Context: an optimization exercise on an open-source flow, tuned for small area, a short achievable clock period and few clock cycles. The choices shown serve that exercise and are no tape-out recipe. Function was checked by simulation only, so behaviour that the tests miss may differ from the original. Power figures rest on the tool's default switching activity, not on a simulated workload.

==> v39 <==
==> flow/design.v (excerpt) <==
module ca_core (
    input  wire        clk,
    input  wire        rst,
    output wire        imem_en,
    output wire [9:0]  imem_addr,
    input  wire [47:0] imem_rdata,
    output reg         dmem_en,
    output reg         dmem_we,
    output reg  [9:0]  dmem_addr,
    output reg  [31:0] dmem_wdata,
    input  wire [31:0] dmem_rdata,
    input  wire        in_valid,
    input  wire [31:0] in_tick,
    input  wire [20:0] in_char,
    output wire        in_ack,
    output reg         out_valid,
    output reg  [20:0] out_data,
    output reg         halted,
    output reg         faulted,
    output reg  [2:0]  fault_code,
    output reg  [31:0] tick,
    output reg  [31:0] icount
);
make LEC_CHECK=0 CAP_MARGIN=20 CORE_MARGIN=2 CORE_UTILIZATION=40 SLEW_MARGIN=20 finish   # period 15.0 ns
run.sh (not shown) runs the stock make flow with config.mk's settings and CLKGATE_MAP_FILE= SYNTH_SCRIPT=/design/flow/synth_recipe.tcl, a recipe that flattens the netlist after the stock synthesis.
==> inputs of v32, as changes to v39 <==
--- a/flow/design.v
+++ b/flow/design.v
@@ -11,13 +11,14 @@
 );
     localparam [2:0] U_IDLE = 3'd0, U_NORM = 3'd1, U_DIV = 3'd2, U_WB = 3'd3, U_MUL = 3'd4;
     reg [2:0]  st;
     reg [31:0] r;         
     reg [31:0] d;         
     reg [31:0] q;         
-    reg [31:0] ca, cb;    
+    reg [31:0] ca;        
+    reg        cbs;       
     reg        cv;        
     reg [4:0]  cnt;
     function [5:0] lzc32(input [31:0] x);
         reg [15:0] y16;
         reg [7:0]  y8;
         reg [3:0]  y4;
@@ -35,13 +36,13 @@
             z1  = ~y2[1];
             lzc32 = (z16 & z8 & z4 & z2 & z1 & ~y2[0]) ? 6'd32 : {1'b0, z16, z8, z4, z2, z1};
         end
     endfunction
     wire [31:0] a_abs = a[31] ? (~a + 32'd1) : a;
     wire [31:0] b_abs = b[31] ? (~b + 32'd1) : b;
-    wire        hit   = cv && (a == ca) && (b == cb);
+    wire        hit   = cv && (a == ca) && (b[31] == cbs) && (b_abs == d);
     wire [5:0]  lz_r  = lzc32(r);
     wire [5:0]  lz_d  = lzc32(d);
     wire [5:0]  shamt = lz_d - lz_r;
     wire        a_small = (lz_r > lz_d);           
     wire [32:0] diff  = {1'b0, r} - {1'b0, d};
     wire [31:0] pnew  = r + (d & {32{q[0]}}) + ({d[30:0], 1'b0} & {32{q[1]}})
@@ -59,13 +60,13 @@
                         st <= U_WB;
                     end else begin
                         r  <= a_abs;
                         d  <= b_abs;
                         q  <= 32'd0;
                         ca <= a;
-                        cb <= b;
+                        cbs <= b[31];
                         cv <= 1'b0;
                         st <= U_NORM;
                     end
                 end else if (start_mul) begin
                     r  <= 32'd0;
                     d  <= a;
@@ -83,15 +84,15 @@
                     st  <= U_DIV;
                 end
             end
             U_DIV: begin
                 if (!diff[32]) r <= diff[31:0];
                 q   <= {q[30:0], ~diff[32]};
-                d   <= {1'b0, d[31:1]};
                 cnt <= cnt - 5'd1;
                 if (cnt == 5'd0) st <= U_WB;
+                else             d  <= {1'b0, d[31:1]};
             end
             U_WB: begin
                 cv <= 1'b1;
                 st <= U_IDLE;
             end
             U_MUL: begin
@@ -101,16 +102,17 @@
                 if (mul_last) st <= U_IDLE;
             end
             default: st <= U_IDLE;
             endcase
         end
     end
-    wire [31:0] quo = (ca[31] ^ cb[31]) ? (~q + 32'd1) : q;
-    wire [31:0] rem = ca[31] ? (~r + 32'd1) : r;
+    wire        neg  = is_mod ? ca[31] : (ca[31] ^ cbs);
+    wire [31:0] mag  = is_mod ? r : q;
+    wire [31:0] dres = neg ? (~mag + 32'd1) : mag;
     assign done   = (st == U_WB) || (st == U_MUL && mul_last);
-    assign result = (st == U_MUL) ? pnew : (is_mod ? rem : quo);
+    assign result = (st == U_MUL) ? pnew : dres;
 endmodule
 module ca_core (
     input  wire        clk,
     input  wire        rst,
     output wire        imem_en,
     output wire [9:0]  imem_addr,
@@ -121,14 +123,14 @@
     output reg  [31:0] dmem_wdata,
     input  wire [31:0] dmem_rdata,
     input  wire        in_valid,
     input  wire [31:0] in_tick,
     input  wire [20:0] in_char,
     output wire        in_ack,
-    output reg         out_valid,
-    output reg  [20:0] out_data,
+    output wire        out_valid,
+    output wire [20:0] out_data,
     output reg         halted,
     output reg         faulted,
     output reg  [2:0]  fault_code,
     output reg  [31:0] tick,
     output reg  [31:0] icount
 );
@@ -156,18 +158,21 @@
     reg        in_intr;
     reg        latch_full;
     reg [20:0] latch_char;
     reg [9:0]  fpc;                
     reg        dv;                 
     reg        ev;                 
-    reg [47:0] ir;
+    reg [4:0]  op;
+    reg [2:0]  f_out;
+    reg [31:0] a_val, b_val;       
     reg        ir_legal;
     reg        ir_single;          
     reg [2:0]  es;
     reg        due_r;              
     reg        due_stale;          
+    reg        no_chk;             
     wire done = halted | faulted;
     function legal_word(input [47:0] w);
         reg [4:0] o;
         reg fa, fb, fj, fl, fi, ho, h1, h2, ook, a1ok, a2ok;
         begin
             o  = w[47:43];
@@ -186,49 +191,44 @@
             legal_word = (o <= OP_HALT) && (w[35:32] == 4'd0) && ook && a1ok && a2ok;
         end
     endfunction
     wire [4:0] w_op = imem_rdata[47:43];
     wire w_single = !(w_op == OP_DIV || w_op == OP_MOD || w_op == OP_MUL ||
                       w_op == OP_LD  || w_op == OP_IRET);
-    wire [4:0]  op     = ir[47:43];
-    wire [2:0]  f_out  = ir[42:40];
-    wire [2:0]  f_arg1 = ir[39:37];
-    wire        f_t    = ir[36];
-    wire [31:0] f_arg2 = ir[31:0];
-    reg [31:0] a_val, b_reg;
-    always @* begin
-        case (f_arg1)
-        3'd1:    a_val = r1;
-        3'd2:    a_val = r2;
-        3'd3:    a_val = r3;
-        3'd4:    a_val = r4;
-        3'd5:    a_val = sp;
-        default: a_val = 32'd0;
-        endcase
-        case (f_arg2[2:0])
-        3'd1:    b_reg = r1;
-        3'd2:    b_reg = r2;
-        3'd3:    b_reg = r3;
-        3'd4:    b_reg = r4;
-        3'd5:    b_reg = sp;
-        default: b_reg = 32'd0;
+    wire        rf_we;
+    wire [31:0] rf_wdata;
+    function [31:0] rd(input [2:0] n, input [31:0] v1, input [31:0] v2, input [31:0] v3,
+                       input [31:0] v4, input [31:0] v5);
+        case (n)
+        3'd1:    rd = v1;
+        3'd2:    rd = v2;
+        3'd3:    rd = v3;
+        3'd4:    rd = v4;
+        3'd5:    rd = v5;
+        default: rd = 32'd0;
         endcase
-    end
-    wire [31:0] b_val = f_t ? f_arg2 : b_reg;
+    endfunction
+    wire [2:0]  w_a1    = imem_rdata[39:37];
+    wire [2:0]  w_a2    = imem_rdata[2:0];
+    wire [31:0] w_a_val = (rf_we && f_out == w_a1 && w_a1 != 3'd0) ? rf_wdata :
+                          rd(w_a1, r1, r2, r3, r4, sp);
+    wire [31:0] w_b_reg = (rf_we && f_out == w_a2 && w_a2 != 3'd0) ? rf_wdata :
+                          rd(w_a2, r1, r2, r3, r4, sp);
+    wire [31:0] w_b_val = imem_rdata[36] ? imem_rdata[31:0] : w_b_reg;
     wire        pc_bad  = (pc[31:10] != 22'd0);
     wire [31:0] pc_inc  = {21'd0, {1'b0, pc[9:0]} + 11'd1};
     wire        b_ok    = (b_val[31:10] == 22'd0);
     wire        sp_ok   = (sp[31:10] == 22'd0);
-    wire [31:0] sp_dec  = sp - 32'd1;
-    wire        push_ok = (sp_dec[31:10] == 22'd0);
+    wire [31:0] sp_adj  = sp + {{31{es != E_IRET}}, 1'b1};
+    wire        push_ok = (sp_adj[31:10] == 22'd0);
     wire        a_zero  = (a_val == 32'd0);
     wire chk      = (es == E_IDLE) && !done;
-    wire due_ok   = due_r && !due_stale;
+    wire due_ok   = due_r && !due_stale && !no_chk;
     wire drop     = chk && in_intr && due_ok;
     wire take_int = chk && !in_intr && ie && due_ok;
-    wire go       = chk && ev && !due_stale && !(due_r && (in_intr || ie));
+    wire go       = chk && ev && (no_chk || (!due_stale && !(due_r && (in_intr || ie))));
     wire x        = go && !pc_bad && ir_legal;
     wire is_alu  = (op == OP_ADD) || (op == OP_SUB) || (op == OP_CMP);
     wire is_div  = (op == OP_DIV) || (op == OP_MOD);
     wire br_take = (op == OP_JMP) || (op == OP_JE && a_zero) || (op == OP_JNE && !a_zero);
     wire is_br   = (op == OP_JMP) || (op == OP_JE) || (op == OP_JNE);
     wire f_arith = is_div && (b_val == 32'd0);
@@ -251,65 +251,61 @@
     );
     wire fin = (ok && ir_single) || (es == E_LD) || (es == E_IRET) || (es == E_MD && md_done);
     wire adv = (go && ir_single) || (es == E_LD) || (es == E_MD && md_done);
     assign imem_en   = redirect || !dv || !ev || adv;
     assign imem_addr = redirect ? b_val[9:0] : fpc;
     wire flush = take_int || (es == E_INT2) || (es == E_INT3) || (es == E_IRET);
-    wire rf_we = (ok && (is_alu || op == OP_IN)) || (es == E_LD) || (es == E_MD && md_done);
-    wire [31:0] alu_res = (op == OP_ADD) ? (a_val + b_val) : (a_val - b_val);
-    reg  [31:0] rf_wdata;
-    always @* begin
-        if (es == E_LD)
-            rf_wdata = dmem_rdata;
-        else if (es == E_MD)
-            rf_wdata = md_result;
-        else if (op == OP_IN)
-            rf_wdata = {11'd0, latch_char};
-        else
-            rf_wdata = alu_res;
-    end
+    assign rf_we = (ok && (is_alu || op == OP_IN)) || (es == E_LD) || (es == E_MD && md_done);
+    wire        alu_sub = (op != OP_ADD);
+    wire [32:0] alu_sum = {a_val, 1'b1} + {b_val ^ {32{alu_sub}}, alu_sub};
+    wire [31:0] alu_res = alu_sum[32:1];
+    assign rf_wdata = (es == E_LD) ? dmem_rdata :
+                      (es == E_MD) ? md_result :
+                      (op == OP_IN) ? {11'd0, latch_char} : alu_res;
     always @(posedge clk) begin
         if (rf_we && f_out == 3'd1) r1 <= rf_wdata;
         if (rf_we && f_out == 3'd2) r2 <= rf_wdata;
         if (rf_we && f_out == 3'd3) r3 <= rf_wdata;
         if (rf_we && f_out == 3'd4) r4 <= rf_wdata;
     end
     wire push = take_int && push_ok;
     always @(posedge clk) begin
         if (rst)
             sp <= 32'd1023;
-        else if (push)
-            sp <= sp_dec;
-        else if (es == E_IRET)
-            sp <= sp + 32'd1;
+        else if (push || es == E_IRET)
+            sp <= sp_adj;
         else if (rf_we && f_out == 3'd5)
             sp <= rf_wdata;
     end
     assign in_ack = drop || push;
     always @* begin
         dmem_en    = 1'b0;
         dmem_we    = 1'b0;
         dmem_addr  = b_val[9:0];
         dmem_wdata = a_val;
         if (push) begin
             dmem_en    = 1'b1;
             dmem_we    = 1'b1;
-            dmem_addr  = sp_dec[9:0];
+            dmem_addr  = sp_adj[9:0];
             dmem_wdata = pc;
         end else if (es == E_INT2) begin
             dmem_en    = 1'b1;
             dmem_addr  = 10'd0;
         end else if (x && op == OP_IRET) begin
             dmem_en    = 1'b1;
             dmem_addr  = sp[9:0];
         end else if (x && (op == OP_LD || op == OP_SV)) begin
             dmem_en    = 1'b1;
             dmem_we    = (op == OP_SV) && b_ok;
         end
     end
+    assign out_valid = ok && (op == OP_OUT);
+    assign out_data  = b_val[20:0];
     wire [31:0] tick_p1 = tick + 32'd1;
+    wire [2:0]  tinc    = (es == E_INT3) ? 3'd4 :
+                          (((redirect && op != OP_JMP) || es == E_IRET) ? 3'd2 : 3'd1);
     wire c0 = (in_tick <= tick);
     wire c1 = (in_tick <= tick_p1);
     always @(posedge clk) begin
         if (rst) begin
             es         <= E_IDLE;
             pc         <= 32'd0;
@@ -321,16 +317,20 @@
             latch_full <= 1'b0;
             halted     <= 1'b0;
             faulted    <= 1'b0;
             fault_code <= F_NONE;
             tick       <= 32'd0;
             icount     <= 32'd0;
-            out_valid  <= 1'b0;
             due_r      <= 1'b0;
             due_stale  <= 1'b1;
+            no_chk     <= 1'b0;
         end else begin
+            if (es == E_INT3)
+                no_chk <= 1'b1;
+            else if (go)
+                no_chk <= 1'b0;
             if (flush)
                 dv <= 1'b0;
             else if (imem_en)
                 dv <= 1'b1;
             if (es == E_IRET || es == E_INT3)
                 fpc <= dmem_rdata[9:0];
@@ -339,26 +339,25 @@
             else if (imem_en)
                 fpc <= fpc + 10'd1;
             if (flush || redirect) begin
                 ev <= 1'b0;
             end else if (!ev || adv) begin
                 ev       <= dv;
-                ir       <= imem_rdata;
+                op       <= imem_rdata[47:43];
+                f_out    <= imem_rdata[42:40];
+                a_val    <= w_a_val;
+                b_val    <= w_b_val;
                 ir_legal <= legal_word(imem_rdata);
                 ir_single <= w_single;
             end
             due_r     <= in_valid && (adv ? c1 : c0);
             due_stale <= in_ack;
-            out_valid <= ok && (op == OP_OUT);
-            if (ok && op == OP_OUT) out_data <= b_val[20:0];
+            if (fin || es == E_INT3)
+                tick <= tick + {29'd0, tinc};
             if (fin) begin
                 icount <= icount + 32'd1;
-                if ((redirect && op != OP_JMP) || es == E_IRET)
-                    tick <= tick + 32'd2;
-                else
-                    tick <= tick_p1;
                 if (!redirect && es != E_IRET)
                     pc <= pc_inc;
             end
             if (redirect)
                 pc <= b_val;
             if (take_int) begin
@@ -374,13 +373,12 @@
             if (es == E_INT2)
                 es <= E_INT3;
             if (es == E_INT3) begin
                 pc      <= dmem_rdata;
                 in_intr <= 1'b1;
                 ie      <= 1'b0;
-                tick    <= tick + 32'd4;
                 es      <= E_IDLE;
             end
             if (go) begin
                 if (pc_bad) begin
                     faulted    <= 1'b1;
                     fault_code <= F_MEMI;
==> notes <==
v39 finished clean. v32 produced a clean layout. Of v32 and v39, v32 has the higher clock skew (gap 0.015 ns). Of v32 and v39, v32 has the higher design area (gap 1.2%, measured against v39). Clock power is about the same in v39 and v32. Between v39 and v32, the lower die area is in v39 (gap about 1.3%, measured against v32). Critical path depth: v32 is higher than v39 (4). Between v39 and v32, the lower total power is in v32 (gap about 5.4%, measured against v32). Flip-flop and latch count: v32 is lower than v39 (24). Of v32 and v39, v32 has the higher first-iteration DRC count (gap about 2.4%, measured against v39). Against v32, the routed wire length of v39 is higher by about 7%.
==> figures <==
metric                                                                                 v39                      v32
Total clock network power                                                          1.71 mW                  1.69 mW
Logic gate share of total power                                                      23.7%                    21.6%
DIE AREA                                                                       113000 um^2              114000 um^2
Routed length on met2                                                              90.7 mm                  86.2 mm
Standard cell area after detailed placement                                     48500 um^2               49100 um^2
Non-clock buffers                                                                      418                      427
Drt first-iter violations                                                             6433                     6588
Capturing element of the worst setup path                                     imem_addr[6]            dmem_wdata[7]
Status                                                             complete, no violations  complete, no violations
Fraction of post-synthesis cell area in the top cell type by area                    26.0%                    24.0%
Number of iterations in the first detailed-routing pass                                  9                       10
Depth of the worst register-to-register path                                            23                       25
Max incr delay on CP                                                               0.76 ns                  1.07 ns
Synthesis-stage register bit count                                                     539                      515
Worst max-slew margin expressed relative to the limit                                13.3%                    18.8%
Routed vias/inst                                                                      6.56                     6.36
Most frequent cell after synthesis                                                  nor2_1                  nand2_1
Share of the final layout cell area in sequential cells                              28.8%                    27.0%
Placer's final routability congestion estimate                                        1.08                     1.05
Minimum clock period after layout                                                  9.23 ns                  9.99 ns
Testbench counts of v39, summed over its fixed seeds: cycles 31,178.
Testbench counts of v32, summed over its fixed seeds: cycles 31,178.

static timing again, ports no longer ideal:
The flow's constraints put no driver on any port. The routed layouts listed below were extracted and timed again, unchanged, in two steps. Step 1 sets driving cells, clkbuf_16 on the clock port and buf_2 on the other inputs (assumed; they add their load-dependent delay and slew). Step 2 times the ports against the registers' clock, not the clock port: input delays grow and output delays shrink by t, the midpoint of the rising clock arrivals with the driver on. Three values: ideal ports, drivers, drivers and shift; two values: the first two.
| run | t (ns) | slack for setup (ns) | hold WS [ns] |
|---|---|---|---|
| v39 | 0.726 | 5.771 / 5.695 / 6.421 | 0.456 / 0.456 / 0.456 |
| v32 | 0.734 | 5.011 / 4.929 / 5.663 | 0.479 / 0.479 / 0.479 |
After both steps setup and hold are still met in every run listed.
